This is an optimization exercise on Yosys and OpenROAD, whose aim is small area, a short achievable clock period and few clock cycles per item, not a production implementation. Function was checked by simulation only, so behaviour that the tests miss may differ from the original. Power and IR drop assume default switching activity.

[flow/run.sh]
#!/bin/bash
# Standard layout, with the I/O port buffers built from a small buffer cell
# instead of the delay cell buffer_ports picks on its own. Synthesis is the
# standard one (standard.sh synth), so the registers keep their names.
set -euo pipefail
bash standard.sh synth > synth.log 2>&1
bash standard.sh BUFFER_PORTS_ARGS="-buffer_cell sky130_fd_sc_hd__buf_2" finish > layout.log 2>&1
[standard.sh]
#!/bin/bash
# synth_recipe.tcl (not shown) runs the flow's synth.tcl, then flattens the netlist and writes it again
# the make line also repeats each setting of config.mk as NAME=value (left out here)
make -C /OpenROAD-flow-scripts/flow DESIGN_CONFIG=/design/flow/config.mk WORK_HOME=/design/flow/orfs CLKGATE_MAP_FILE= SYNTH_SCRIPT=/design/flow/synth_recipe.tcl "${@:-finish}"
[config.mk]
export PLATFORM = sky130hd
export DESIGN_NAME = uecp_frame_dec
export DESIGN_NICKNAME = uecp_frame_dec
export VERILOG_FILES = /design/flow/design.v
export SDC_FILE = /design/flow/constraint.sdc
export NUM_CORES = 4
export LEC_CHECK = 0
export CAP_MARGIN = 20
export CORE_MARGIN = 2
export CORE_UTILIZATION = 40
export GPL_TIMING_DRIVEN = 0
export SETUP_SLACK_MARGIN = 1.8
export SLEW_MARGIN = 20
[constraint.sdc]
create_clock -name core_clock -period 3.5 [get_ports {clk}]
set_input_delay 0.7000 -clock core_clock [delete_from_list [all_inputs] [get_ports {clk}]]
set_output_delay 0.7000 -clock core_clock [all_outputs]
set_load 0.01 [all_outputs]
[design.v]
module uecp_frame_dec (
    input  wire       clk,
    input  wire       rst,
    input  wire       in_valid,
    output wire       in_ready,
    input  wire [7:0] in_data,
    input  wire       in_last,
    output reg        res_valid,
    input  wire       res_ready,
    output reg  [2:0] res_status,
    output wire [9:0] res_site,
    output wire [5:0] res_enc,
    output wire [7:0] res_seq,
    output wire [7:0] res_mel,
    output wire [7:0] res_nelem
);
    localparam [2:0] ST_OK      = 3'd0;
    localparam [2:0] ST_UNKNOWN = 3'd1;
    localparam [2:0] ST_CRC     = 3'd2;
    localparam [2:0] ST_SHORT   = 3'd4;
    localparam [1:0] W_CODE  = 2'd0;   
    localparam [1:0] W_SKIPC = 2'd1;   
    localparam [1:0] W_SKIPL = 2'd2;   
    localparam [1:0] W_LEN   = 2'd3;   
    function [6:0] lut;
        input [7:0] b;
        input       off;
        reg c01, c02, c03, c07, c0A, c13, c1A, c16, c0D, c19, c1C, c2D, c17;
        begin
            c01 = off ? (b == 8'h04) : (b == 8'h01);
            c02 = off ? (b == 8'h05) : (b == 8'h02);
            c03 = off ? (b == 8'h06) : (b == 8'h03);
            c07 = off ? (b == 8'h0A) : (b == 8'h07);
            c0A = off ? (b == 8'h0D) : (b == 8'h0A);
            c13 = off ? (b == 8'h16) : (b == 8'h13);
            c1A = off ? (b == 8'h1D) : (b == 8'h1A);
            c16 = off ? (b == 8'h19) : (b == 8'h16);
            c0D = off ? (b == 8'h10) : (b == 8'h0D);
            c19 = off ? (b == 8'h1C) : (b == 8'h19);
            c1C = off ? (b == 8'h1F) : (b == 8'h1C);
            c2D = off ? (b == 8'h30) : (b == 8'h2D);
            c17 = off ? (b == 8'h1A) : (b == 8'h17);
            lut[6] = c16 | c19 | c1C;
            lut[5] = c2D | c17;
            lut[4] = c0A | c13 | c16;
            lut[3] = c02 | c0D;
            lut[2] = c01;
            lut[1] = c02 | c03 | c07 | c1A | c0A | c13;
            lut[0] = c03 | c07 | c1A | c16 | c19 | c1C;
        end
    endfunction
    function [15:0] crc_step;
        input [15:0] a_in;
        input [7:0]  c;
        reg   [15:0] a;
        begin
            a = {a_in[7:0], a_in[15:8]};
            a = a ^ {8'h00, c};
            a = a ^ {12'h000, a[7:4]};
            a = a ^ {a[3:0], 12'h000};
            a = a ^ {3'b000, a[7:0], 5'b00000};
            crc_step = a;
        end
    endfunction
    reg        rdy;           
    reg        first;         
    reg        esc;           
    reg  [7:0] u_r;           
    reg  [6:0] l_r;           
    reg        uz_r, u1_r;    
    reg        uv_r;          
    reg        end_r;         
    reg        endesc_r;      
    reg        rst_r;         
    reg        pend;          
    assign in_ready = rdy;
    wire accept = in_valid && rdy;
    wire mid    = !first && !in_last;
    always @(posedge clk) begin
        if (rst) begin
            first <= 1'b1;
            esc   <= 1'b0;
        end else if (accept) begin
            first <= in_last;
            esc   <= mid && !esc && (in_data == 8'hFD);
        end
    end
    always @(posedge clk)
        rst_r <= rst;
    wire end_nx = accept && in_last;
    always @(posedge clk) begin
        if (rst) begin
            uv_r  <= 1'b0;
            end_r <= 1'b0;
        end else begin
            uv_r  <= accept && mid && (esc || in_data != 8'hFD);
            end_r <= end_nx;
        end
    end
    always @(posedge clk) begin
        u_r      <= esc ? (in_data + 8'hFD) : in_data;
        l_r      <= lut(in_data, esc);
        uz_r     <= esc ? (in_data == 8'h03) : (in_data == 8'h00);
        u1_r     <= esc ? (in_data == 8'h04) : (in_data == 8'h01);
        endesc_r <= esc;
    end
    wire u_go = uv_r;
    wire e_go = end_r;
    wire       lskip1 = l_r[6];
    wire       lv     = l_r[5] || l_r[3:0] != 4'd0;    
    wire       llen   = l_r[5];
    wire       lskipl = l_r[4];
    wire [3:0] lskip  = l_r[3:0];
    reg [15:0] crc;
    reg        crc_ok;        
    reg  [2:0] ph;            
    reg        inb;           
    reg  [7:0] addr_hi, addr_lo, seq, mel;
    reg  [6:0] nelem;         
    reg  [7:0] body_rem;
    reg  [1:0] wstate;
    reg        werr;
    reg  [7:0] skip;
    reg        skip1;         
    assign res_site  = {addr_hi, addr_lo[7:6]};
    assign res_enc   = addr_lo[5:0];
    assign res_seq   = seq;
    assign res_mel   = mel;
    assign res_nelem = {1'b0, nelem};
    reg [2:0] verdict;
    always @(*) begin
        if (endesc_r || ph < 3'd2)
            verdict = ST_SHORT;
        else if (!crc_ok)
            verdict = ST_CRC;
        else if (ph != 3'd6)
            verdict = ST_SHORT;
        else if (werr)
            verdict = ST_UNKNOWN;
        else if (wstate != W_CODE)
            verdict = ST_SHORT;
        else
            verdict = ST_OK;
    end
    wire ok  = !endesc_r && crc_ok && ph == 3'd6 && !werr && wstate == W_CODE;
    wire busy  = res_valid && !res_ready;
    wire put_e = e_go && !busy;            
    wire put_p = pend && !busy;            
    wire clr   = (put_e && !ok) || put_p;
    wire res_valid_nx = busy || put_e || put_p;
    wire pend_nx      = busy && (pend || e_go);
    wire first_nx     = accept ? in_last : first;
    wire rdy_nx       = first_nx ? !(pend_nx || (end_nx && res_valid_nx))
                                 : !(res_valid_nx || end_nx || pend_nx);
    always @(posedge clk) begin
        if (rst) begin
            res_valid <= 1'b0;
            pend      <= 1'b0;
            rdy       <= 1'b1;
        end else begin
            res_valid <= res_valid_nx;
            pend      <= pend_nx;
            rdy       <= rdy_nx;
        end
    end
    always @(posedge clk)
        if (put_e || put_p)
            res_status <= put_e ? verdict : ST_SHORT;
    wire [15:0] crc_nx = crc_step(crc, u_r);
    always @(posedge clk) begin
        if (rst_r || e_go) begin
            crc    <= 16'hFFFF;
            crc_ok <= 1'b0;
            ph     <= 3'd0;
            inb    <= 1'b0;
        end else if (u_go) begin
            crc    <= crc_nx;
            crc_ok <= (crc_nx == 16'h1D0F);
            if (!ph[2] || (ph == 3'd4 && !inb) || ph == 3'd5)
                ph <= ph + 3'd1;
            if (ph == 3'd3)
                inb <= !uz_r;
            else if (inb && body_rem == 8'd1)
                inb <= 1'b0;
        end
    end
    always @(posedge clk) begin
        if (u_go) begin
            if (ph == 3'd3)
                body_rem <= u_r;
            else
                body_rem <= body_rem - 8'd1;
        end
    end
    always @(posedge clk) begin
        if (clr) begin
            addr_hi <= 8'd0;
            addr_lo <= 8'd0;
            seq     <= 8'd0;
            mel     <= 8'd0;
        end else if (u_go && !ph[2]) begin
            addr_hi <= addr_lo;
            addr_lo <= seq;
            seq     <= mel;
            mel     <= u_r;
        end
    end
    wire b_go = u_go && inb && !werr;
    always @(posedge clk) begin
        if (clr || (u_go && ph == 3'd3))
            nelem <= 7'd0;
        else if (b_go && ((wstate == W_SKIPC && skip1) || (wstate == W_LEN && uz_r)))
            nelem <= nelem + 7'd1;        
    end
    always @(posedge clk) begin
        if (rst_r || e_go) begin
            wstate <= W_CODE;
            werr   <= 1'b0;
        end else if (b_go) begin
            case (wstate)
                W_CODE: begin
                    if (!lv)
                        werr <= 1'b1;
                    else if (llen)
                        wstate <= W_LEN;
                    else
                        wstate <= lskipl ? W_SKIPL : W_SKIPC;
                end
                W_SKIPC, W_SKIPL: begin
                    if (skip1)
                        wstate <= (wstate == W_SKIPL) ? W_LEN : W_CODE;
                end
                W_LEN: begin
                    if (!uz_r)
                        wstate <= W_SKIPC;
                    else
                        wstate <= W_CODE;
                end
            endcase
        end
    end
    always @(posedge clk) begin
        if (b_go) begin
            case (wstate)
                W_CODE:  begin skip <= {4'd0, lskip}; skip1 <= lskip1;         end
                W_LEN:   begin skip <= u_r;           skip1 <= u1_r;           end
                default: begin skip <= skip - 8'd1;   skip1 <= (skip == 8'd2); end
            endcase
        end
    end
endmodule
==> run_results.csv, run 1 <==
group,metric,value,unit
power,comb_power_share,7.3,%
sta,fmaxAchievable,609,MHz
finish,diodes,0,
finish,fin_cells,803,
finish,finalNetCount,657,
synthesis,ys_seq_area_share,46.3,%
setup_path,start_kind,"flip-flop",
synthesis,synthFlopType,"dfxtp_1",
power,power_density,413,nW/um2
floorplanning,fp-row-count,41,
route,first_iter_violations,226,
synthesis,synth_seq_cells,108,
global_routing,overflow,0,
cts,htreeDepth,3,
global_routing,grt_pass1_vias,3743,
synthesis,synth_compound_area_share,12.6,%
sta,final.setup_skew,0.00883,ns
finish,syn2layout_area_growth,17.9,%
global_routing,grt_pass1_wl,18200,um
global_routing,grt_most_used_layer,"met2",
cts,clk_path_buf_depth,2,
synthesis,synth_top_family_by_area,"simple AND/OR/NAND/NOR gates",
global_routing,grtUsageMet2,29.1,%
cts,path_clk_slew,0.07,ns
sta,fin_crit,1.64,ns
power,p_switching,610,uW
setup_path,crit_type,"flip-flop to output port",
power,power.share.clock,39.8,%
floorplanning,die_area,13700,um2
setup_path,worstPathCellList,"buf_2",
route,drtPass1Iterations,4,
synthesis,synth-xor-area-share,10.1,%
sta,final-max-slew-violation-count,0,
cts,cts_buffers,9,
route,drt_wl_total,11300,um
run,drv_cap,0,
sta,timing.slew.headroom,50.7,%
outcome,status,"timing/DRC/antenna clean",
power,peakVddDrop,0.000208,V
route,routedWlPerCell,14.1,um
global_routing,grtUsageMet3,2.99,%
setup_path,slowest_stage,"dfxtp_1",
placement,io_buffers,53,
cts,cts_tree,"built",
synthesis,synth_common_cells,"nand2_1, dfxtp_1, a21oi_1",
sta,finalCritPeriodShare,46.9,%
route,vias,4037,
route,drc,0,
synthesis,synth_area,5100,um2
route,viasPerCell,5.03,
setup_path,crit_family,"flip-flops",
power,total_power,2.49,mW
finish,drive_above_1_share,19.3,%
setup_path,path_max_fanout,5,
power,cellInternalPower,1.88,mW
floorplanning,die_h,117,um
floorplanning,core,12500,um2
placement,gp_congestion,0.877,
synthesis,yosys_warnings,1,
sta,rsz0062_at_grt,"true",
floorplanning,die_x,117,um
synthesis,ys_top_cells_by_area,"dfxtp_1, edfxtp_1, nand2_1",
synthesis,synth_cell_types,58,
synthesis,yosysTopAreaCellShare,34.5,%
synthesis,synth_area_leader_cell,"dfxtp_1",
placement,dp_cells,785,
global_routing,antenna_found_initial,0,
synthesis,yosys.area_share.adder,4.41,%
power,p_sw_share,24.5,%
synthesis,synth.most_common_cell,"nand2_1",
synthesis,synthArstFlopShare,0,%
global_routing,grt_use_met1,21.3,%
sta,finalSetupViolCount,0,
setup_path,cp-end-kind,"output port",
setup_path,cp.required,2.80,ns
synthesis,synth.net_count,591,
sta,setup_tns,0,ns
sta,final-hold-violation-count,0,
power,power_leakage,2.30,nW
placement,place_hpwl,8330,um
global_routing,grt_max_degree,19,
synthesis,synth.area.mux_share,1.79,%
global_routing,gr-usage-all-layers,17.2,%
cts,clock_sinks,108,
power,seqPwrFrac,52.9,%
setup_path,cp.arrival,0.94,ns
synthesis,synth_edf_count,20,
setup_path,crit_buf_inv,1,
setup_path,max_stage_delay,0.42,ns
synthesis,synth.avg_cell_area,9.12,um2
worst_hold_path,hold_class,"flip-flop to flip-flop",
cts,clock_latency,0.35,ns
route,drtAntennaViolNets,0,
sta,tightest_slew,0.732,ns
synthesis,synthSimpleGateAreaFrac,20.9,%
floorplanning,initial_core_util,40.8,%
floorplanning,ios,58,
synthesis,syn_inst,560,
cts,cts_root_buf,"clkbuf_16",
[area by class of cell]
class,count,area [um2]
plain buffers,29,171
clock buffers,11,243
clock inverters,5,41.3
fillers,1231,6500
inverters,17,63.8
multi-input cells,406,2630
flip-flops and latches,108,2370
well taps,172,215
repair buffers,55,284
[state kept, by name, indices dropped and copies added, names as in the netlist, 2 cells and up]
register and flops:
res_status 3, ph 3, seq 8, addr_lo 8, l_r 7, u_r 8
body_rem 8, mel 8, skip 8, nelem 7, wstate 2, crc 16
addr_hi 8
[path summary, 6_finish.rpt]
kind	start	slack (ns)	to	cells after the start
worst max-delay path	nelem[0]	1.86	res_nelem[0]	1
worst min-delay path	esc	0.36	endesc_r	0
worst max register to register	ph[0]	1.90	addr_lo[7]	7
worst min register to register	esc	0.36	endesc_r	0
[cell families after synthesis]
group / count (synthesis)
flops: 108
other cells: 1
buf+inv: 46
compound gates: 108
simple gates: 218
xor+xnor: 52
fa+ha+maj: 18
mux: 9
[stage by stage]
stage               cell area, um2  hold WS, ns  setup WS [ns]  utilization [%]
CTS                           5940        0.356           1.81             47.5
floorplan                     5130        0.332           1.78                -
detailed placement            5610        0.344           1.45             44.8
finish                        6020        0.358           1.86             48.1
global placement              5610        0.343           1.46             44.8
global route                  6020        0.365           1.78             48.1
[power groups by stage]
| stage | combinational (mW) | sequential (mW) | clock, mW |
|---|---|---|---|
| 2_1_floorplan | 0.118 | 1.34 | 0 |
| 3_3_place_gp | 0.172 | 1.34 | 0 |
| 3_5_place_dp | 0.175 | 1.35 | 0 |
| 4_1_cts | 0.180 | 1.32 | 1.00 |
| 5_1_grt | 0.202 | 1.32 | 1.06 |
| 6_report | 0.182 | 1.32 | 0.989 |
[routing by layer]
layer | vias up | wire (um) | share of wire (%)
met1 | 1887 | 5150 | 46
met2 | 75 | 5460 | 48
met4 | 0 | 301 | 2.7
li1 | 2056 | - | -
met5 | - | 0 | 0
met3 | 19 | 379 | 3.4
[repair_timing]
item / 4_1_cts / 5_1_grt
setup buffers: 2 / 0
gates resized for setup: 10 / 23
pin swaps: 1 / 1
hold buffers: 0 / 0
endpoints found under the setup margin: 55 / 51
[cells in the final DEF (no fill, tap or decap), types with 6 or more instances in the layout]
| cell type | instances |
|---|---|
| a21oi_1 | 51 |
| a31oi_1 | 8 |
| buf_2 | 60 |
| clkbuf_1 | 12 |
| clkbuf_16 | 9 |
| dfxtp_1 | 84 |
| edfxtp_1 | 20 |
| ha_1 | 15 |
| inv_1 | 17 |
| mux2i_1 | 8 |
| nand2_1 | 97 |
| nand2b_1 | 6 |
| nand3_1 | 6 |
| nor2_1 | 47 |
| nor2b_1 | 7 |
| nor3_1 | 12 |
| nor4_1 | 7 |
| o21ai_0 | 25 |
| xnor2_1 | 32 |
| xnor2_2 | 6 |
| xor2_1 | 12 |
Testbench counts, summed over its fixed seeds: cycles 39,609, frames 384.
==> run 2: changes to the inputs <==
--- a/config.mk
+++ b/config.mk
@@ -9,5 +9,5 @@
 export CORE_MARGIN = 2
 export CORE_UTILIZATION = 40
 export GPL_TIMING_DRIVEN = 0
-export SETUP_SLACK_MARGIN = 1.8
+export SETUP_SLACK_MARGIN = 1.9
 export SLEW_MARGIN = 20
==> run 2 against run 1 <==
Wire length is 0.60% higher. Non-clock buffer count unchanged. Worst setup slack better by 0.069 ns. Sequential power barely moved. Via count is essentially flat. Synthesized cell count is the same. Die area unchanged.
==> run_results.csv, run 2 <==
group,metric,value,unit
run,drv_cap,0,
cts,cts_root_buf,"clkbuf_16",
route,routedWlPerCell,14.1,um
synthesis,synth_top_family_by_area,"simple AND/OR/NAND/NOR gates",
power,seqPwrFrac,53.4,%
synthesis,syn_inst,560,
sta,tightest_slew,0.504,ns
floorplanning,ios,58,
synthesis,synth.avg_cell_area,9.12,um2
route,first_iter_violations,194,
setup_path,reg2regPathDepth,4,
finish,layout_common_cells,"nand2_1, dfxtp_1, buf_2",
setup_path,timing.rr.end,"skip[7]",
finish,fin_cells,803,
sta,fin_crit,1.57,ns
sta,timing.slew.headroom,66.3,%
finish,largest_reg_flops,16,
synthesis,synthArstFlopShare,0,%
setup_path,crit_type,"flip-flop to flip-flop",
power,p_switching,575,uW
synthesis,synth.area.mux_share,1.79,%
route,vias,4034,
global_routing,antenna_found_initial,0,
finish,drive_above_1_share,23.5,%
floorplanning,die_x,117,um
synthesis,ys_seq_area_share,46.3,%
worst_hold_path,worstHoldPathCells,0,
global_routing,grt_pass1_wl,18700,um
cts,ctsHoldBuffers,0,
floorplanning,die_area,13700,um2
synthesis,ys_top_cells_by_area,"dfxtp_1, edfxtp_1, nand2_1",
worst_hold_path,hold_class,"flip-flop to flip-flop",
setup_path,cp.required,3.60,ns
finish,top_register,"crc",
synthesis,yosysTopAreaCellShare,34.5,%
synthesis,synthSimpleGateAreaFrac,20.9,%
floorplanning,die_h,117,um
route,drc,0,
placement,place_hpwl,8190,um
sta,final-hold-violation-count,0,
cts,path_clk_slew,0.07,ns
cts,htreeDepth,3,
cts,cts_buffers,9,
worst_hold_path,worstHoldStart,"esc",
route,drt_wl_total,11400,um
cts,cts_tree,"built",
synthesis,yosys.area_share.adder,4.41,%
cts,clock_sinks,108,
sta,rsz0062_at_grt,"true",
global_routing,grt_max_degree,18,
finish,finalNetCount,657,
power,total_power,2.46,mW
sta,setup_tns,0,ns
power,p_sw_share,23.4,%
finish,n_fill_cell,1199,
power,power.share.clock,38.9,%
power,power_density,399,nW/um2
synthesis,synthFlopType,"dfxtp_1",
setup_path,r2r_slack,1.93,ns
finish,final_common_cell,"nand2_1",
synthesis,synth_edf_count,20,
placement,place_area,5630,um2
setup_path,cp.arrival,1.67,ns
placement,gp_congestion,0.888,
synthesis,synth_area,5100,um2
sta,final.setup_skew,0.00516,ns
setup_path,start_kind,"flip-flop",
synthesis,synth-xor-area-share,10.1,%
worst_hold_path,min_to,"endesc_r",
synthesis,synth_seq_cells,108,
sta,final-max-slew-violation-count,0,
synthesis,synth_cell_types,58,
synthesis,synth_common_cells,"nand2_1, dfxtp_1, a21oi_1",
finish,syn2layout_area_growth,20.7,%
sta,fmaxAchievable,636,MHz
power,peakVddDrop,0.000225,V
setup_path,path_max_fanout,3,
floorplanning,initial_core_util,40.8,%
global_routing,gr-usage-all-layers,17.6,%
synthesis,synth.most_common_cell,"nand2_1",
route,drtPass1Iterations,4,
setup_path,cp-end-kind,"flip-flop",
synthesis,synth.net_count,591,
synthesis,synth_compound_area_share,12.6,%
power,comb_power_share,7.6,%
floorplanning,fp-row-count,41,
outcome,status,"timing/DRC/antenna clean",
power,power_leakage,2.36,nW
synthesis,synth_area_leader_cell,"dfxtp_1",
global_routing,overflow,0,
finish,diodes,0,
route,drtAntennaViolNets,0,
route,viasPerCell,5.02,
power,cellInternalPower,1.89,mW
global_routing,grt_pass1_vias,3875,
setup_path,reg2reg_from,"skip[3]",
finish,design_area,6160,um2
floorplanning,core,12500,um2
cts,clk_path_buf_depth,2,
cts,clock_latency,0.35,ns
synthesis,yosys_warnings,1,
sta,finalSetupViolCount,0,
placement,io_buffers,53,
sta,finalCritPeriodShare,44.9,%
placement,dp_cells,785,
[run 2: worst max-delay path, cell delays in order, from the launching register on]
cell and delay (ns):
edfxtp_1 0.46, nor4_4 0.36, nor4b_4 0.28, xnor2_1 0.15, mux2i_1 0.08
[run 2: worst max-delay path by stage]
stage	startpoint	end	slack (ns)	depth (start not counted)
global route	skip[3]	skip[7]	1.79	4
global placement	in_data[0]	l_r[4]	1.51	6
floorplan	in_data[2]	u_r[7]	1.78	5
finish	skip[3]	skip[7]	1.93	4
CTS	wstate[0]	skip[0]	1.87	5
detailed placement	wstate[0]	nelem[3]	1.48	6
[run 2: timing repair]
| action | CTS | global route |
|---|---|---|
| resized for setup | 22 | 51 |
| buffers inserted | 1 | 1 |
| pin swaps | 1 | 5 |
| endpoints found under the setup margin | 73 | 73 |
[run 2: power groups by stage]
| stage | clock [mW] | combinational [mW] | sequential [mW] |
|---|---|---|---|
| after CTS | 0.980 | 0.181 | 1.32 |
| after global routing | 1.04 | 0.207 | 1.32 |
| after detailed placement | 0 | 0.176 | 1.35 |
| after global placement | 0 | 0.175 | 1.34 |
| after floorplan | 0 | 0.120 | 1.34 |
| final | 0.959 | 0.187 | 1.32 |
[run 2: per-layer routing]
layer / wire length (um) / up-vias / global-route usage (%) / part of all wire, %
met4: 246 / 0 / 8.00 / 2.2
met2: 5530 / 99 / 29.2 / 49
li1: - / 2057 / - / -
met3: 594 / 19 / 3.19 / 5.2
met1: 4990 / 1859 / 22.3 / 44
met5: 0 / - / 0 / 0
[run 2: cells by family after synthesis]
family,Yosys count
buffers and inverters,46
multiplexers,9
other,1
XOR/XNOR,52
AND/OR/NAND/NOR,218
adder cells (fa/ha/maj),18
flip-flops,108
AO/OA/AOI/OAI,108
[run 2: through the flow]
stage | hold slack, ns | setup slack, ns | util (%)
5_1_grt | 0.376 | 1.79 | 49.2
6_report | 0.364 | 1.93 | 49.2
2_1_floorplan | 0.332 | 1.78 | -
3_3_place_gp | 0.344 | 1.51 | 45.0
3_5_place_dp | 0.349 | 1.48 | 45.0
4_1_cts | 0.360 | 1.87 | 47.8
[run 2: area by class of cell]
class                   instances  area [um2]  share of cell area [%]
clock inverters                 4        22.5                   0.365
flip-flops and latches        108        2390                    38.7
clock buffers                  12         256                    4.16
inverters                      17        63.8                    1.04
multi-input cells             406        2740                    44.4
plain buffers                  29         193                    3.13
well taps                     172         215                    3.49
repair buffers                 55         287                    4.65
==> run 3: changes to the inputs <==
--- a/config.mk
+++ b/config.mk
@@ -7,7 +7,6 @@
 export LEC_CHECK = 0
 export CAP_MARGIN = 20
 export CORE_MARGIN = 2
-export CORE_UTILIZATION = 40
-export GPL_TIMING_DRIVEN = 0
+export CORE_UTILIZATION = 35
 export SETUP_SLACK_MARGIN = 1.9
 export SLEW_MARGIN = 20
==> run 3 against run 2 <==
Still clean on timing, DRC and antenna. Combinational power is essentially flat. Clock power grew 9%. Total power grew 3.8%. Largest cell class unchanged. Largest power group unchanged. Highest routed layer unchanged.
==> run_results.csv, run 3 <==
group,metric,value,unit
outcome,status,"timing/DRC/antenna clean",
setup_path,slowest_stage,"dfxtp_4",
synthesis,synth_edf_count,20,
setup_path,cp.required,2.80,ns
sta,final-hold-violation-count,0,
cts,path_clk_slew,0.08,ns
setup_path,path_max_fanout,5,
floorplanning,ios,58,
setup_path,crit_type,"flip-flop to output port",
cts,cts_tree,"built",
global_routing,antenna_found_initial,0,
cts,clock_latency,0.36,ns
cts,ctsHoldBuffers,0,
synthesis,ys_seq_area_share,46.3,%
route,viasPerCell,5.03,
global_routing,grt_most_used_layer,"met2",
synthesis,synth_area_leader_cell,"dfxtp_1",
synthesis,synth_area,5100,um2
finish,drive_above_1_share,26.8,%
global_routing,grt_use_met1,20.3,%
synthesis,synth_seq_cells,108,
synthesis,synth.avg_cell_area,9.12,um2
route,routedWlPerCell,15.2,um
global_routing,grt_max_degree,33,
synthesis,synth.most_common_cell,"nand2_1",
finish,final_common_cell,"nand2_1",
placement,gp_congestion,0.851,
route,drtPass1Iterations,5,
sta,tightest_slew,0.743,ns
finish,syn2layout_area_growth,23.6,%
sta,fmaxAchievable,636,MHz
cts,cts_buffers,9,
setup_path,worstPathCellList,"buf_2",
synthesis,yosys_warnings,1,
finish,final_util,43.9,%
route,first_iter_violations,260,
sta,timing.slew.headroom,50.3,%
sta,fin_crit,1.57,ns
placement,place_hpwl,8030,um
cts,clock_sinks,108,
cts,htreeDepth,3,
route,drtAntennaViolNets,0,
global_routing,grtUsageMet3,3.09,%
sta,finalSetupViolCount,0,
sta,rsz0062_at_grt,"true",
setup_path,start_kind,"flip-flop",
floorplanning,die_area,15600,um2
global_routing,gr-usage-all-layers,15.7,%
sta,setup_ws,1.93,ns
power,peakVddDrop,0.000257,V
finish,finalNetCount,653,
floorplanning,fp-row-count,44,
synthesis,synth_cell_types,58,
synthesis,synth_common_cells,"nand2_1, dfxtp_1, a21oi_1",
synthesis,synthArstFlopShare,0,%
synthesis,syn_inst,560,
finish,top_register,"crc",
placement,io_buffers,56,
sta,final-max-slew-violation-count,0,
cts,cts_root_buf,"clkbuf_16",
sta,final.setup_skew,0.0123,ns
finish,diodes,0,
finish,largest_reg_flops,16,
setup_path,crit_family,"flip-flops",
global_routing,grtUsageMet2,25.5,%
global_routing,grt_pass1_vias,3977,
power,power_leakage,2.38,nW
global_routing,grt_pass1_wl,19800,um
run,drv_cap,0,
sta,setup_tns,0,ns
setup_path,crit_buf_inv,1,
synthesis,ys_top_cells_by_area,"dfxtp_1, edfxtp_1, nand2_1",
floorplanning,initial_core_util,35.5,%
synthesis,synthFlopType,"dfxtp_1",
worst_hold_path,hold_class,"flip-flop to flip-flop",
sta,finalCritPeriodShare,44.9,%
finish,layout_common_cells,"nand2_1, dfxtp_1, buf_2",
floorplanning,core,14400,um2
synthesis,yosysTopAreaCellShare,34.5,%
power,power_density,405,nW/um2
route,drc,0,
route,drt_wl_total,12300,um
placement,post-place-ws,1.34,ns
global_routing,overflow,0,
synthesis,synth.net_count,591,
cts,clk_path_buf_depth,2,
floorplanning,die_h,125,um
floorplanning,die_x,125,um
setup_path,max_stage_delay,0.38,ns
setup_path,cp.arrival,0.87,ns
power,total_power,2.56,mW
setup_path,cp-end-kind,"output port",
route,vias,4081,
run 3: metrics by stage:
| stage | area [um2] | hold WS, ns | cells |
|---|---|---|---|
| 2_1_floorplan | 5150 | 0.332 | 560 |
| 4_1_cts | 6060 | 0.453 | 797 |
| 6_report | 6310 | 0.453 | 811 |
| 3_5_place_dp | 5540 | 0.444 | 774 |
| 5_1_grt | 6310 | 0.489 | 811 |
| 3_3_place_gp | 5540 | 0.439 | 774 |
run 3: where the power goes:
part           switching [mW]  internal (mW)  total (mW)
logic                   0.109         0.0812       0.190
clock network           0.475          0.577        1.05
registers              0.0311           1.28        1.31
total                   0.615           1.94        2.56
run 3: what timing repair did:
item,in CTS,in global routing
cloned,2,0
resized for setup,36,41
pin swaps,2,7
setup endpoints to repair,68,78
setup buffers,5,14
run 3: per-layer routing:
metal,routed length [um],vias to the layer above,share of wire (%)
li1,-,2044,-
met1,5620,1899,46
met2,5740,115,47
met3,634,23,5.2
met4,321,0,2.6
met5,0,-,0
run 3: logic make-up (layout without fill, tap and decap cells):
group / count (synthesis) / in the layout / synth area share [%]
mux: 9 / 9 / 1.79
buf+inv: 46 / 113 / 3.87
compound gates: 108 / 108 / 12.6
xor+xnor: 52 / 52 / 10.1
fa+ha+maj: 18 / 18 / 4.41
other cells: 1 / 1 / 0.0735
flops: 108 / 108 / 46.3
simple gates: 218 / 218 / 20.9
run 3: worst paths after layout:
path	from	to	slack, ns	cells past startpoint
max	nelem[1]	res_nelem[1]	1.93	1
min	addr_hi[5]	addr_hi[5]	0.45	2
max reg2reg	skip[2]	skip[7]	1.93	4
min reg2reg	addr_hi[5]	addr_hi[5]	0.45	2
run 3: cell type report:
| class | count | area [um2] |
|---|---|---|
| clock inverter | 4 | 32.5 |
| timing repair inverter | 1 | 5.00 |
| fill | 1372 | 8060 |
| tap | 184 | 230 |
| timing repair buffer | 79 | 513 |
| sequential | 108 | 2410 |
| clock buffer | 12 | 279 |
| multi-input combinational | 406 | 2770 |
| inverter | 17 | 70.1 |
==> run 4: changes to the inputs <==
--- a/config.mk
+++ b/config.mk
@@ -7,6 +7,7 @@
 export LEC_CHECK = 0
 export CAP_MARGIN = 20
 export CORE_MARGIN = 2
-export CORE_UTILIZATION = 35
+export CORE_UTILIZATION = 40
+export GPL_ROUTABILITY_DRIVEN = 0
 export SETUP_SLACK_MARGIN = 1.9
 export SLEW_MARGIN = 20
==> run 4 against run 3 <==
Synthesized cell count is the same. Critical path depth increased by 7. Clock power is 4% lower. Total power fell by 1.6%. Fmax decreased by 2.0%. Largest cell class unchanged.
==> run_results.csv, run 4 <==
group,metric,value,unit
cts,cts_tree,"built",
finish,finalNetCount,647,
placement,place_area,5530,um2
global_routing,overflow,0,
run,drv_cap,0,
setup_path,slowest_stage,"dfxtp_4",
finish,final_common_cell,"nand2_1",
power,peakVddDrop,0.000234,V
floorplanning,die_area,13700,um2
floorplanning,fp-row-count,41,
synthesis,synth.net_count,591,
route,vias,4105,
route,first_iter_violations,266,
worst_hold_path,hold_class,"flip-flop to flip-flop",
floorplanning,die_x,117,um
cts,clock_latency,0.35,ns
route,drt_wl_total,11500,um
setup_path,start_kind,"flip-flop",
sta,fin_crit,1.60,ns
power,cellInternalPower,1.90,mW
sta,finalCritPeriodShare,45.8,%
placement,place_hpwl,7610,um
setup_path,cp.required,3.74,ns
route,drtAntennaViolNets,0,
sta,rsz0062_at_grt,"true",
synthesis,synthFlopType,"dfxtp_1",
power,power_leakage,2.34,nW
finish,drive_above_1_share,24.6,%
setup_path,path_max_fanout,7,
sta,timing.slew.headroom,53.5,%
finish,top_register,"crc",
setup_path,cp.arrival,1.85,ns
sta,final-max-slew-violation-count,0,
synthesis,synth_area_leader_cell,"dfxtp_1",
synthesis,synth_cell_types,58,
cts,htreeDepth,3,
finish,fin_cells,793,
setup_path,crit_type,"flip-flop to flip-flop",
floorplanning,core,12500,um2
floorplanning,initial_core_util,40.8,%
cts,clk_path_buf_depth,2,
cts,cts_root_buf,"clkbuf_16",
global_routing,grt_pass1_wl,18300,um
sta,hold_slack,0.455,ns
sta,finalSetupViolCount,0,
placement,dp_cells,763,
floorplanning,ios,58,
synthesis,yosysTopAreaCellShare,34.5,%
finish,diodes,0,
global_routing,grt_pass1_vias,3841,
route,drtPass1Iterations,4,
synthesis,synthArstFlopShare,0,%
route,viasPerCell,5.18,
power,total_power,2.52,mW
synthesis,synth.avg_cell_area,9.12,um2
finish,final_util,49.7,%
synthesis,synth_edf_count,20,
synthesis,ys_seq_area_share,46.3,%
synthesis,synth.most_common_cell,"nand2_1",
placement,io_buffers,56,
finish,syn2layout_area_growth,21.9,%
global_routing,grt_max_degree,33,
global_routing,gr-usage-all-layers,17.1,%
sta,setup_tns,0,ns
power,power_density,404,nW/um2
synthesis,synth_common_cells,"nand2_1, dfxtp_1, a21oi_1",
setup_path,max_stage_delay,0.39,ns
outcome,status,"timing/DRC/antenna clean",
route,routedWlPerCell,14.5,um
route,drc,0,
cts,clock_sinks,108,
sta,fmaxAchievable,623,MHz
power,power.share.clock,40.3,%
power,comb_power_share,7.5,%
floorplanning,die_h,117,um
cts,path_clk_slew,0.08,ns
sta,tightest_slew,0.695,ns
power,p_sw_share,24.4,%
synthesis,synth_area,5100,um2
finish,design_area,6220,um2
global_routing,antenna_found_initial,0,
synthesis,yosys_warnings,1,
cts,ctsHoldBuffers,0,
placement,post-place-ws,1.33,ns
finish,largest_reg_flops,16,
power,p_switching,613,uW
sta,setup_ws,1.90,ns
sta,final-hold-violation-count,0,
synthesis,synth_seq_cells,108,
cts,cts_buffers,9,
finish,layout_common_cells,"nand2_1, dfxtp_1, buf_2",
power,seqPwrFrac,52.2,%
synthesis,ys_top_cells_by_area,"dfxtp_1, edfxtp_1, nand2_1",
sta,final.setup_skew,0.00721,ns
setup_path,cp-end-kind,"flip-flop",
synthesis,syn_inst,560,
setup_path,worstPathCellList,"inv_4 > ha_4 > nor4b_4 > a211oi_4 > buf_4 > buf_12 > nand2b_4 > nor2_1",
## run 4: cell counts after synthesis
No cell type changed its count.
## run 4: worst max-delay path: cells and delay by family (launching register included)
| family | cells | cell delay [ns] |
|---|---|---|
| flip-flops | 1 | 0.39 |
| AND/OR/NAND/NOR | 3 | 0.36 |
| buffers and inverters | 3 | 0.31 |
| AO/OA/AOI/OAI | 1 | 0.28 |
| adder cells (fa/ha/maj) | 1 | 0.16 |
## run 4: final timing paths
kind	startpoint	to	slack, ns	cells past startpoint
worst max-delay path	wstate[0]	nelem[2]	1.90	8
worst max register to register	wstate[0]	nelem[2]	1.90	8
worst min-delay path	addr_hi[2]	addr_hi[2]	0.46	2
worst min register to register	addr_hi[2]	addr_hi[2]	0.46	2
## run 4: cell type report
| class | instances | area, um2 |
|---|---|---|
| repair buffers | 73 | 459 |
| flip-flops and latches | 108 | 2390 |
| multi-input cells | 406 | 2780 |
| fillers | 1194 | 6290 |
| well taps | 172 | 215 |
| inverters | 17 | 72.6 |
| repair inverters | 1 | 5.00 |
| clock inverters | 6 | 51.3 |
| clock buffers | 10 | 250 |
## run 4: per-layer routing
metal,routed length (um),vias to the layer above,track usage (%)
met4,280,0,7.29
met1,5140,1956,22.1
met2,5560,94,28.6
met3,485,20,2.63
li1,-,2035,-
met5,0,-,0
## run 4: power by group through the flow
stage | clock network, mW | logic, mW | registers, mW
3_3_place_gp | 0 | 0.166 | 1.34
3_5_place_dp | 0 | 0.169 | 1.35
2_1_floorplan | 0 | 0.120 | 1.34
6_report | 1.01 | 0.188 | 1.31
5_1_grt | 1.09 | 0.207 | 1.32
4_1_cts | 1.04 | 0.182 | 1.31
## run 4: timing repair
item / CTS / global route
gates cloned: 2 / 0
endpoints found under the setup margin: 64 / 57
pin swaps: 2 / 11
gates resized for setup: 27 / 40
buffers inserted: 5 / 7
## run 4: cells by family (layout without fill, tap and decap cells)
| group | count (synthesis) | count (layout) | synth area share (%) |
|---|---|---|---|
| compound gates | 108 | 108 | 12.6 |
| xor+xnor | 52 | 52 | 10.1 |
| fa+ha+maj | 18 | 18 | 4.41 |
| buf+inv | 46 | 107 | 3.87 |
| flops | 108 | 108 | 46.3 |
| mux | 9 | 9 | 1.79 |
| other cells | 1 | 1 | 0.0735 |
| simple gates | 218 | 218 | 20.9 |
==> run 5: changes to the inputs <==
--- a/config.mk
+++ b/config.mk
@@ -8,6 +8,5 @@
 export CAP_MARGIN = 20
 export CORE_MARGIN = 2
 export CORE_UTILIZATION = 40
-export GPL_ROUTABILITY_DRIVEN = 0
-export SETUP_SLACK_MARGIN = 1.9
+export SETUP_SLACK_MARGIN = 1.85
 export SLEW_MARGIN = 20
==> run 5 against run 4 <==
Die area unchanged. Clock power increased by 5%. Highest routed layer unchanged. Non-clock buffer count increased by 6. Still clean on timing, DRC and antenna. Critical path type unchanged. Clock skew increased by 0.00099 ns. Sequential cell count unchanged. Sequential power about the same. Count of clock-buffer cells in the layout unchanged. Largest power group unchanged.
==> run_results.csv, run 5 <==
group,metric,value,unit
sta,finalCritPeriodShare,45.7,%
setup_path,worstPathCellList,"inv_4 > ha_4 > nor4b_4 > a211oi_4 > buf_6 > buf_12 > nand2b_4 > nor2_1",
synthesis,yosysTopAreaCellShare,34.5,%
cts,cts_buffers,9,
sta,finalSetupViolCount,0,
setup_path,crit_type,"flip-flop to flip-flop",
setup_path,slowest_stage,"dfxtp_4",
power,peakVddDrop,0.000236,V
sta,rsz0062_at_grt,"true",
synthesis,ys_top_cells_by_area,"dfxtp_1, edfxtp_1, nand2_1",
synthesis,synthFlopType,"dfxtp_1",
setup_path,cp.arrival,1.85,ns
global_routing,gr-usage-all-layers,17.3,%
synthesis,synth_edf_count,20,
setup_path,crit_family,"simple AND/OR/NAND/NOR gates",
finish,syn2layout_area_growth,21.1,%
sta,final-max-slew-violation-count,0,
finish,top_register,"crc",
global_routing,grt_pass1_vias,3682,
finish,largest_reg_flops,16,
route,drc,0,
route,first_iter_violations,331,
synthesis,synth.avg_cell_area,9.12,um2
floorplanning,die_area,13700,um2
floorplanning,die_x,117,um
power,power_density,413,nW/um2
finish,layout_common_cells,"nand2_1, dfxtp_1, buf_2",
route,drt_wl_total,11700,um
setup_path,crit_buf_inv,3,
synthesis,synth.net_count,591,
floorplanning,initial_core_util,40.8,%
cts,clock_sinks,108,
setup_path,cp.required,3.75,ns
setup_path,max_stage_delay,0.38,ns
sta,fin_crit,1.60,ns
global_routing,grt_pass1_wl,18300,um
route,routedWlPerCell,14.7,um
worst_hold_path,worstHoldPathCells,2,
placement,io_buffers,56,
finish,diodes,0,
cts,clk_path_buf_depth,2,
setup_path,path_max_fanout,7,
global_routing,grt_max_degree,33,
sta,setup_tns,0,ns
worst_hold_path,hold_class,"flip-flop to flip-flop",
synthesis,synth_seq_cells,108,
route,viasPerCell,5.13,
finish,final_common_cell,"nand2_1",
cts,clock_latency,0.35,ns
synthesis,synth_area_leader_cell,"dfxtp_1",
route,vias,4098,
run,drv_cap,0,
floorplanning,fp-row-count,41,
cts,cts_root_buf,"clkbuf_16",
outcome,status,"timing/DRC/antenna clean",
synthesis,synth.most_common_cell,"nand2_1",
synthesis,synthArstFlopShare,0,%
sta,final.setup_skew,0.00820,ns
global_routing,overflow,0,
finish,drive_above_1_share,23.1,%
finish,finalNetCount,653,
floorplanning,core,12500,um2
sta,tightest_slew,0.794,ns
synthesis,yosys_warnings,1,
route,drtPass1Iterations,4,
placement,place_hpwl,7490,um
setup_path,start_kind,"flip-flop",
cts,htreeDepth,3,
synthesis,synth_area,5100,um2
setup_path,path_depth,8,
floorplanning,die_h,117,um
power,power_leakage,2.37,nW
floorplanning,ios,58,
placement,gp_congestion,0.844,
synthesis,syn_inst,560,
sta,fmaxAchievable,625,MHz
sta,timing.slew.headroom,46.8,%
global_routing,antenna_found_initial,0,
cts,cts_tree,"built",
finish,final_util,49.4,%
sta,final-hold-violation-count,0,
synthesis,synth_cell_types,58,
setup_path,reg2regPathDepth,8,
setup_path,cp-end-kind,"flip-flop",
synthesis,synth_common_cells,"nand2_1, dfxtp_1, a21oi_1",
route,drtAntennaViolNets,0,
cts,path_clk_slew,0.07,ns
synthesis,ys_seq_area_share,46.3,%
-- run 5: stage by stage --
step | cells | hold WS, ns | setup WS, ns | instance area, um2 | power (mW)
global route | 799 | 0.477 | 1.82 | 6180 | 2.64
finish | 799 | 0.455 | 1.90 | 6180 | 2.55
CTS | 788 | 0.455 | 1.85 | 6000 | 2.57
detailed placement | 762 | 0.446 | 1.29 | 5520 | 1.51
floorplan | 560 | 0.332 | 1.78 | 5140 | 1.46
global placement | 762 | 0.439 | 1.33 | 5520 | 1.51
-- run 5: kinds of logic after synthesis --
| group | Yosys count | synth area share (%) |
|---|---|---|
| xor+xnor | 52 | 10.1 |
| mux | 9 | 1.79 |
| compound gates | 108 | 12.6 |
| simple gates | 218 | 20.9 |
| other cells | 1 | 0.0735 |
| fa+ha+maj | 18 | 4.41 |
| flops | 108 | 46.3 |
| buf+inv | 46 | 3.87 |
-- run 5: worst paths after layout --
kind | start | endpoint | slack, ns
max | wstate[0] | nelem[5] | 1.90
min | addr_hi[1] | addr_hi[1] | 0.45
max reg2reg | wstate[0] | nelem[5] | 1.90
min reg2reg | addr_hi[1] | addr_hi[1] | 0.45
-- run 5: area by class of cell --
| class | instances | area [um2] |
|---|---|---|
| clock buffer | 10 | 250 |
| fill | 1202 | 6340 |
| tap | 172 | 215 |
| timing repair inverter | 1 | 5.00 |
| inverter | 17 | 72.6 |
| clock inverter | 6 | 60.1 |
| multi-input combinational | 406 | 2690 |
| timing repair buffer | 79 | 502 |
| sequential | 108 | 2380 |
-- run 5: routing by layer --
metal | track usage, % | vias up | wire length, um
met5 | 0 | - | 0
met4 | 7.29 | 0 | 238
met3 | 3.14 | 19 | 477
met2 | 27.7 | 97 | 5530
met1 | 23.1 | 1935 | 5470
li1 | - | 2047 | -
-- run 5: worst register-to-register path, delay by kind of cell (launching register included) --
family / cells / cell delay (ns)
AOI/OAI and AO/OA: 1 / 0.24
and+or+nand+nor: 3 / 0.39
buffers and inverters: 3 / 0.32
adders and majority gates: 1 / 0.17
DFF: 1 / 0.38
-- run 5: power breakdown --
part	switching, mW	internal, mW
clock network	0.460	0.596
registers	0.0289	1.28
logic	0.106	0.0798
total	0.595	1.96
-- run 5: timing repair --
action / in CTS / in global routing
resized for setup: 21 / 30
gates cloned: 2 / 0
setup buffers: 8 / 11
endpoints found under the setup margin: 59 / 63
pin swaps: 1 / 5
hold buffers: 0 / 0
==> run 6: changes to the inputs <==
--- a/config.mk
+++ b/config.mk
@@ -8,5 +8,6 @@
 export CAP_MARGIN = 20
 export CORE_MARGIN = 2
 export CORE_UTILIZATION = 40
+export GPL_TIMING_DRIVEN = 0
 export SETUP_SLACK_MARGIN = 1.85
 export SLEW_MARGIN = 20
==> run 6 against run 5 <==
Worst setup slack improved by 0.0016 ns. Count of clock-buffer cells in the layout increased by 4. Critical path depth decreased by 7. Clock power shrank 11%. Area after synthesis did not move. Register-to-register slack is essentially flat. Fmax about the same. Cell count rose by 0.63%. Hold slack worse by 0.098 ns. Global-route usage hardly changed. Total power decreased by 4.3%. Utilization shrank 1.0 points.
==> run_results.csv, run 6 <==
group,metric,value,unit
synthesis,synth_edf_count,20,
cts,cts_buffers,9,
route,drtAntennaViolNets,0,
synthesis,syn_inst,560,
finish,layout_common_cells,"nand2_1, dfxtp_1, buf_2",
route,drtPass1Iterations,4,
finish,design_area,6060,um2
floorplanning,die_area,13700,um2
floorplanning,core,12500,um2
finish,largest_reg_flops,16,
synthesis,synthArstFlopShare,0,%
setup_path,crit_type,"flip-flop to output port",
finish,top_register,"crc",
outcome,status,"timing/DRC/antenna clean",
cts,clk_path_buf_depth,2,
finish,final_common_cell,"nand2_1",
cts,clock_sinks,108,
synthesis,synth.net_count,591,
cts,ctsHoldBuffers,0,
synthesis,yosysTopAreaCellShare,34.5,%
synthesis,synth_common_cells,"nand2_1, dfxtp_1, a21oi_1",
global_routing,gr-usage-all-layers,17.3,%
sta,final-max-slew-violation-count,0,
synthesis,synth.avg_cell_area,9.12,um2
synthesis,synth_area_leader_cell,"dfxtp_1",
power,power_density,404,nW/um2
cts,clock_latency,0.35,ns
synthesis,synthFlopType,"dfxtp_1",
route,drc,0,
power,peakVddDrop,0.000251,V
global_routing,antenna_found_initial,0,
route,routedWlPerCell,14.0,um
floorplanning,ios,58,
global_routing,grt_pass1_wl,18300,um
sta,fmaxAchievable,626,MHz
route,drt_wl_total,11200,um
sta,rsz0062_at_grt,"false",
sta,setup_tns,0,ns
cts,path_clk_slew,0.07,ns
setup_path,slowest_stage,"dfxtp_1",
cts,cts_tree,"built",
sta,tightest_slew,0.711,ns
sta,timing.slew.headroom,52.2,%
setup_path,cp.required,2.80,ns
global_routing,overflow,0,
cts,cts_root_buf,"clkbuf_16",
placement,place_hpwl,8170,um
setup_path,crit_buf_inv,1,
run,drv_cap,0,
placement,place_area,5620,um2
finish,finalNetCount,658,
setup_path,max_stage_delay,0.39,ns
synthesis,ys_top_cells_by_area,"dfxtp_1, edfxtp_1, nand2_1",
sta,final.setup_skew,0.00982,ns
worst_hold_path,hold_class,"flip-flop to flip-flop",
global_routing,grt_max_degree,17,
finish,final_util,48.4,%
sta,finalSetupViolCount,0,
sta,final-hold-violation-count,0,
global_routing,grt_pass1_vias,3749,
setup_path,cp.arrival,0.90,ns
setup_path,path_max_fanout,5,
cts,htreeDepth,3,
route,vias,4034,
setup_path,crit_family,"flip-flops",
route,viasPerCell,5.02,
synthesis,synth_cell_types,58,
floorplanning,initial_core_util,40.8,%
setup_path,worstPathCellList,"buf_2",
synthesis,yosys_warnings,1,
floorplanning,die_h,117,um
setup_path,cp-end-kind,"output port",
finish,diodes,0,
synthesis,synth_area,5100,um2
finish,n_fill_cell,1253,
placement,gp_congestion,0.884,
floorplanning,die_x,117,um
finish,syn2layout_area_growth,18.6,%
route,first_iter_violations,268,
finish,drive_above_1_share,19.9,%
power,total_power,2.44,mW
synthesis,synth_seq_cells,108,
synthesis,ys_seq_area_share,46.3,%
floorplanning,fp-row-count,41,
sta,fin_crit,1.60,ns
sta,finalCritPeriodShare,45.6,%
power,power_leakage,2.33,nW
placement,io_buffers,53,
setup_path,start_kind,"flip-flop",
synthesis,synth.most_common_cell,"nand2_1",
## run 6: cell counts after synthesis
Identical to the previous run, type by type.
## run 6: area by class of cell
type	count	area (um2)	area share, %
multi-input combinational	406	2670	44.0
clock inverter	2	10.0	0.165
clock buffer	14	264	4.36
sequential	108	2370	39.2
tap	172	215	3.55
buffer	29	169	2.79
timing repair buffer	56	294	4.86
inverter	17	63.8	1.05
## run 6: cells by family after synthesis
| logic type | count (synthesis) | synth area share [%] |
|---|---|---|
| fa+ha+maj | 18 | 4.41 |
| xor+xnor | 52 | 10.1 |
| compound gates | 108 | 12.6 |
| mux | 9 | 1.79 |
| flops | 108 | 46.3 |
| simple gates | 218 | 20.9 |
| other cells | 1 | 0.0735 |
| buf+inv | 46 | 3.87 |
## run 6: path summary, 6_finish.rpt
| check | startpoint | end | slack, ns | cells past startpoint |
|---|---|---|---|---|
| worst min register to register | esc | endesc_r | 0.36 | 0 |
| worst min-delay path | esc | endesc_r | 0.36 | 0 |
| worst max register to register | skip[2] | skip[7] | 1.91 | 4 |
| worst max-delay path | nelem[1] | res_nelem[1] | 1.90 | 1 |
## run 6: through the flow
stage / worst slack [ns] / hold slack [ns] / std cells
2_1_floorplan: 1.78 / 0.332 / 560
4_1_cts: 1.85 / 0.356 / 803
3_5_place_dp: 1.42 / 0.343 / 785
5_1_grt: 1.84 / 0.366 / 804
6_report: 1.90 / 0.357 / 804
3_3_place_gp: 1.47 / 0.344 / 785
## run 6: timing repair
action                                  4_1_cts  5_1_grt
pin swaps                                     1        3
resized for setup                            15       30
endpoints found under the setup margin       67       59
setup buffers                                 2        1
## run 6: power by group
group	internal [mW]	leakage, nW	switching (mW)
Combinational	0.0786	1.32	0.105
Clock	0.520	0.137	0.425
Sequential	1.29	0.880	0.0288
## run 6: routing by layer
layer  vias up  global-route usage, %  wire (um)
met5         -                      0          0
met4         0                   8.31        247
met3        18                   2.21        507
met2       103                   29.2       5460
met1      1840                   21.9       5030
li1       2073                      -          -
==> run 7: changes to the inputs <==
--- a/config.mk
+++ b/config.mk
@@ -8,6 +8,7 @@
 export CAP_MARGIN = 20
 export CORE_MARGIN = 2
 export CORE_UTILIZATION = 40
+export GPL_ROUTABILITY_DRIVEN = 0
 export GPL_TIMING_DRIVEN = 0
 export SETUP_SLACK_MARGIN = 1.85
 export SLEW_MARGIN = 20
==> run 7 against run 6 <==
Sequential share of layout area shrank 0.29 points. Critical path depth is 5 higher. Hold slack improved by 0.0048 ns. Fmax is 0.53% lower. Area after synthesis is the same. Final area rose by 0.91%. Wire length grew 0.82%. Clock skew fell by 0.00094 ns. Sequential cell count unchanged. Global-route usage decreased by 0.11 points. Utilization increased by 0.44 points. Critical endpoint is now l_r[4]. Largest power group unchanged.
==> run_results.csv, run 7 <==
group,metric,value,unit
outcome,status,"timing/DRC/antenna clean",
sta,final-max-slew-violation-count,0,
setup_path,crit_buf_inv,1,
synthesis,ys_top_cells_by_area,"dfxtp_1, edfxtp_1, nand2_1",
setup_path,start_kind,"input pin",
finish,design_area,6110,um2
cts,clk_path_buf_depth,2,
finish,layout_common_cells,"nand2_1, dfxtp_1, buf_2",
route,drc,0,
cts,cts_root_buf,"clkbuf_16",
synthesis,synth.most_common_cell,"nand2_1",
finish,drive_above_1_share,21.2,%
run,drv_cap,0,
setup_path,slowest_stage,"a2111oi_2",
route,viasPerCell,5.09,
finish,diodes,0,
finish,fin_cells,805,
finish,top_register,"crc",
sta,rsz0062_at_grt,"true",
global_routing,gr-usage-all-layers,17.2,%
cts,clock_sinks,108,
power,power.share.clock,40.8,%
floorplanning,ios,58,
power,comb_power_share,7.3,%
setup_path,worstPathCellList,"buf_2 > ha_2 > nand2b_1 > a2111oi_2 > o21ai_1 > o21ai_0",
floorplanning,fp-row-count,41,
setup_path,max_stage_delay,0.39,ns
power,peakVddDrop,0.000222,V
placement,place_area,5620,um2
sta,tightest_slew,0.568,ns
synthesis,synth_edf_count,20,
synthesis,synth.avg_cell_area,9.12,um2
setup_path,crit_family,"compound AO/OA/AOI/OAI gates",
synthesis,ys_seq_area_share,46.3,%
global_routing,grt_pass1_wl,18400,um
sta,fin_crit,1.61,ns
synthesis,synth_common_cells,"nand2_1, dfxtp_1, a21oi_1",
synthesis,yosysTopAreaCellShare,34.5,%
cts,ctsHoldBuffers,0,
placement,dp_cells,785,
cts,htreeDepth,3,
route,vias,4095,
synthesis,synthFlopType,"dfxtp_1",
sta,fmaxAchievable,623,MHz
route,drtPass1Iterations,5,
route,drtAntennaViolNets,0,
synthesis,synth.net_count,591,
floorplanning,initial_core_util,40.8,%
sta,final.setup_skew,0.00888,ns
global_routing,overflow,0,
global_routing,grt_pass1_vias,3817,
route,first_iter_violations,174,
synthesis,yosys_warnings,1,
power,seqPwrFrac,52.0,%
setup_path,path_max_fanout,6,
floorplanning,die_h,117,um
sta,finalSetupViolCount,0,
power,power_density,414,nW/um2
power,cellInternalPower,1.96,mW
setup_path,cp.arrival,1.88,ns
finish,syn2layout_area_growth,19.7,%
setup_path,cp-end-kind,"flip-flop",
power,p_sw_share,22.5,%
finish,largest_reg_flops,16,
setup_path,crit_type,"input pin to flip-flop",
global_routing,grt_max_degree,18,
synthesis,synth_area_leader_cell,"dfxtp_1",
cts,path_clk_slew,0.07,ns
route,routedWlPerCell,14.1,um
synthesis,synth_area,5100,um2
floorplanning,die_x,117,um
floorplanning,die_area,13700,um2
cts,clock_latency,0.35,ns
worst_hold_path,hold_class,"flip-flop to flip-flop",
floorplanning,core,12500,um2
sta,finalCritPeriodShare,45.9,%
route,drt_wl_total,11300,um
synthesis,synth_cell_types,58,
placement,io_buffers,53,
synthesis,synth_seq_cells,108,
sta,final-hold-violation-count,0,
setup_path,cp.required,3.77,ns
finish,final_common_cell,"nand2_1",
finish,finalNetCount,659,
power,p_switching,571,uW
cts,cts_buffers,9,
sta,timing.slew.headroom,61.8,%
power,power_leakage,2.36,nW
global_routing,antenna_found_initial,0,
synthesis,synthArstFlopShare,0,%
sta,setup_tns,0,ns
placement,place_hpwl,8230,um
cts,cts_tree,"built",
synthesis,syn_inst,560,
-- run 7: cell count changes in the layout (fill, tap and decap cells not counted), sizes merged --
| cell | delta |
|---|---|
| bufinv | +1 |
| buf | +1 |
| clkbuf | -2 |
| clkinv | +1 |
-- run 7: routing by layer --
layer / wire length [um] / GRT usage, %
met3: 544 / 3.60
met4: 195 / 5.49
met1: 4940 / 21.0
met5: 0 / 0
met2: 5650 / 30.3
-- run 7: layout make-up --
type	instances	area, um2
Sequential cell	108	2380
Clock inverter	4	47.5
Fill cell	1220	6410
Inverter	17	63.8
Multi-Input combinational cell	406	2670
Timing Repair Buffer	57	299
Clock buffer	12	258
Buffer	29	181
Tap cell	172	215
-- run 7: per-stage QoR --
stage                     util, %  hold WS (ns)  worst slack, ns  power, mW
after detailed placement     44.9         0.344             1.48       1.52
after floorplan                 -         0.332             1.78       1.46
after global routing         48.8         0.363             1.79       2.63
final                        48.8         0.362             1.89       2.53
after global placement       44.9         0.344             1.49       1.52
after CTS                    47.9         0.359             1.84       2.55
-- run 7: cell families after synthesis --
group                      count (synthesis)  synth area share (%)
AOI/OAI and AO/OA                        108                  12.6
xor gates and xnor gates                  52                  10.1
adders and majority gates                 18                  4.41
buffers and inverters                     46                  3.87
DFF                                      108                  46.3
muxes                                      9                  1.79
other                                      1                0.0735
and+or+nand+nor                          218                  20.9
-- run 7: path summary, 6_finish.rpt --
check,from,endpoint,slack (ns),cells past startpoint
worst min register to register,esc,endesc_r,0.36,0
worst max-delay path,in_data[1],l_r[4],1.89,6
worst min-delay path,esc,endesc_r,0.36,0
worst max register to register,skip[3],skip[7],1.93,4
-- run 7: power groups by stage --
stage	sequential (mW)	combinational (mW)	clock, mW
global placement	1.34	0.172	0
global route	1.32	0.203	1.11
floorplan	1.34	0.118	0
detailed placement	1.35	0.175	0
finish	1.32	0.184	1.03
CTS	1.32	0.180	1.06
-- run 7: worst register-to-register path, delay by kind of cell, from the launching register on --
kind | cells | cell delay, ns
flops | 1 | 0.46
simple gates | 2 | 0.61
xor+xnor | 1 | 0.16
mux | 1 | 0.09
-- run 7: timing repair --
action | 4_1_cts | 5_1_grt
setup endpoints to repair | 64 | 64
cloned | 0 | 0
pin swaps | 1 | 3
buffers inserted | 2 | 2
gates resized for setup | 15 | 38
==> run 8: changes to the inputs <==
--- a/config.mk
+++ b/config.mk
@@ -9,6 +9,5 @@
 export CORE_MARGIN = 2
 export CORE_UTILIZATION = 40
 export GPL_ROUTABILITY_DRIVEN = 0
-export GPL_TIMING_DRIVEN = 0
 export SETUP_SLACK_MARGIN = 1.85
 export SLEW_MARGIN = 20
==> run 8 against run 7 <==
Cell count is 2.5% lower. Sequential cell count stayed put. Largest power group unchanged. Still clean. Total power is 4.3% lower. Count of clock-buffer cells in the layout is 2 lower. Non-clock buffer count is 20 lower. Via count is 1.8% lower. Final area is 0.98% lower. Clock skew is 0.0031 ns lower.
==> run_results.csv, run 8 <==
group,metric,value,unit
outcome,status,"timing/DRC/antenna clean",
sta,finalCritPeriodShare,45.8,%
power,peakVddDrop,0.000205,V
route,drc,0,
global_routing,grt_pass1_wl,18000,um
synthesis,synthArstFlopShare,0,%
route,drt_wl_total,11300,um
placement,place_area,5520,um2
global_routing,gr-usage-all-layers,16.9,%
cts,clock_latency,0.34,ns
global_routing,overflow,0,
global_routing,antenna_found_initial,0,
placement,place_hpwl,7520,um
synthesis,ys_seq_area_share,46.3,%
synthesis,ys_top_cells_by_area,"dfxtp_1, edfxtp_1, nand2_1",
setup_path,path_max_fanout,7,
sta,setup_tns,0,ns
floorplanning,initial_core_util,40.8,%
synthesis,synth_seq_cells,108,
power,power_density,401,nW/um2
synthesis,synthFlopType,"dfxtp_1",
synthesis,synth_area_leader_cell,"dfxtp_1",
sta,final-max-slew-violation-count,0,
setup_path,cp-end-kind,"flip-flop",
cts,path_clk_slew,0.07,ns
route,viasPerCell,5.12,
setup_path,cp.required,3.74,ns
sta,final.setup_skew,0.00574,ns
cts,cts_root_buf,"clkbuf_16",
finish,design_area,6050,um2
setup_path,crit_type,"flip-flop to flip-flop",
floorplanning,ios,58,
floorplanning,die_x,117,um
worst_hold_path,hold_class,"flip-flop to flip-flop",
finish,finalNetCount,640,
placement,post-place-ws,1.29,ns
route,drtPass1Iterations,5,
synthesis,synth_edf_count,20,
cts,ctsHoldBuffers,0,
finish,diodes,0,
setup_path,cp.arrival,1.84,ns
finish,layout_common_cells,"nand2_1, dfxtp_1, buf_2",
synthesis,yosysTopAreaCellShare,34.5,%
floorplanning,core,12500,um2
setup_path,max_stage_delay,0.39,ns
setup_path,start_kind,"flip-flop",
synthesis,yosys_warnings,1,
cts,clk_path_buf_depth,2,
setup_path,worstPathCellList,"inv_2 > ha_4 > nor4b_4 > a211oi_4 > buf_6 > buf_12 > nand2b_4 > nor2_1",
worst_hold_path,worstHoldPathCells,2,
finish,final_util,48.3,%
synthesis,syn_inst,560,
sta,tightest_slew,0.730,ns
finish,top_register,"crc",
global_routing,grt_max_degree,33,
synthesis,synth_area,5100,um2
sta,final-hold-violation-count,0,
setup_path,slowest_stage,"dfxtp_2",
cts,cts_tree,"built",
synthesis,synth.most_common_cell,"nand2_1",
finish,final_common_cell,"nand2_1",
sta,timing.slew.headroom,51.1,%
synthesis,synth.net_count,591,
sta,fmaxAchievable,624,MHz
route,vias,4022,
floorplanning,die_area,13700,um2
power,power_leakage,2.29,nW
setup_path,r2r_slack,1.90,ns
synthesis,synth_cell_types,58,
synthesis,synth.avg_cell_area,9.12,um2
sta,hold_slack,0.451,ns
finish,drive_above_1_share,21.7,%
sta,setup_ws,1.90,ns
sta,finalSetupViolCount,0,
run,drv_cap,0,
sta,rsz0062_at_grt,"true",
route,drtAntennaViolNets,0,
setup_path,reg2regPathDepth,8,
cts,htreeDepth,3,
placement,io_buffers,56,
global_routing,grt_pass1_vias,3694,
floorplanning,fp-row-count,41,
route,routedWlPerCell,14.4,um
floorplanning,die_h,117,um
finish,largest_reg_flops,16,
cts,cts_buffers,9,
cts,clock_sinks,108,
sta,fin_crit,1.60,ns
finish,n_fill_cell,1192,
finish,syn2layout_area_growth,18.5,%
synthesis,synth_common_cells,"nand2_1, dfxtp_1, a21oi_1",
route,first_iter_violations,282,
==> run 8: cell counts after synthesis <==
No cell type changed its count.
==> run 8: path summary, 6_finish.rpt <==
kind	startpoint	to
hold / removal	addr_hi[2]	addr_hi[2]
hold reg to reg	addr_hi[2]	addr_hi[2]
setup / recovery	wstate[1]	nelem[4]
setup reg to reg	wstate[1]	nelem[4]
==> run 8: layout make-up <==
cell class                 count  area [um2]  area share, %
multi-input combinational    406        2710           44.9
clock inverter                 5        28.8          0.476
clock buffer                  10         239           3.95
timing repair buffer          66         404           6.68
inverter                      17        67.6           1.12
sequential                   108        2380           39.3
tap                          172         215           3.56
timing repair inverter         1        5.00         0.0827
==> run 8: cell families (layout without fill, tap and decap cells) <==
kind of cell               Yosys count  in the layout  synth area share (%)
xor gates and xnor gates            52             52                  10.1
AOI/OAI and AO/OA                  108            108                  12.6
DFF                                108            108                  46.3
and+or+nand+nor                    218            218                  20.9
muxes                                9              9                  1.79
buffers and inverters               46             99                  3.87
other                                1              1                0.0735
adders and majority gates           18             18                  4.41
==> run 8: power by group <==
| part | total [mW] | leakage, nW | internal [mW] | switching [mW] |
|---|---|---|---|---|
| clock | 0.927 | 0.129 | 0.493 | 0.434 |
| combinational | 0.182 | 1.27 | 0.0779 | 0.104 |
| sequential | 1.32 | 0.881 | 1.29 | 0.0302 |
| total | 2.42 | 2.29 | 1.86 | 0.568 |
==> run 8: metrics by stage <==
stage	cells	power, mW
after CTS	784	2.44
after global placement	762	1.51
after global routing	785	2.51
after floorplan	560	1.46
after detailed placement	762	1.51
final	785	2.42
==> run 8: routing by layer <==
metal	global-route usage [%]	up-vias	share of wire (%)
li1	-	2022	-
met1	22.0	1886	46
met2	27.5	95	48
met3	2.88	19	4.1
met4	7.61	0	2.6
met5	0	-	0
==> run 8: worst max-delay path: cells and delay by family, from the launching register on <==
| kind | cells | cell delay [ns] |
|---|---|---|
| AO/OA/AOI/OAI | 1 | 0.21 |
| adder cells (fa/ha/maj) | 1 | 0.18 |
| AND/OR/NAND/NOR | 3 | 0.38 |
| flip-flops | 1 | 0.39 |
| buffers and inverters | 3 | 0.33 |
==> run 8: repair_timing <==
action	in CTS	in global routing
setup endpoints to repair	61	61
cloned	2	0
pin swaps	2	2
gates resized for setup	22	28
setup buffers	5	1

-- re-timing with driven ports --
The results above use ideal ports. As a check the final layouts listed here were re-extracted and re-timed, cells and wires unchanged.
Step 1 assumes that a clkbuf_16 drives the clock port and a buf_2 every other input.
Step 2 adds t to the input delays and takes it off the output delays; t is the mean of the earliest and latest rising clock arrival at the registers after step 1. Input paths then give back, and output paths get back, about the clock's delay inside the block.
Slacks: ideal ports / drivers / drivers and shift; pairs: ideal ports / drivers.
| run | shift t [ns] | setup WS [ns] | clock arrival spread, ns |
|---|---|---|---|
| run 1 | 0.390 | 1.859 / 1.816 / 1.532 | 0.010 / 0.010 |
| run 2 | 0.386 | 1.927 / 1.908 / 1.610 | 0.005 / 0.005 |
| run 3 | 0.391 | 1.929 / 1.891 / 1.577 | 0.013 / 0.013 |
| run 4 | 0.382 | 1.896 / 1.896 / 1.595 | 0.009 / 0.008 |
| run 5 | 0.386 | 1.901 / 1.881 / 1.566 | 0.008 / 0.008 |
| run 6 | 0.381 | 1.902 / 1.863 / 1.593 | 0.010 / 0.009 |
| run 7 | 0.380 | 1.894 / 1.881 / 1.528 | 0.010 / 0.010 |
| run 8 | 0.381 | 1.897 / 1.872 / 1.559 | 0.006 / 0.005 |
After both steps setup and hold are still met in every run listed. For run 7, which loses most, drivers alone change the setup slack by -0.013 ns; drivers and shift together by -0.366 ns.
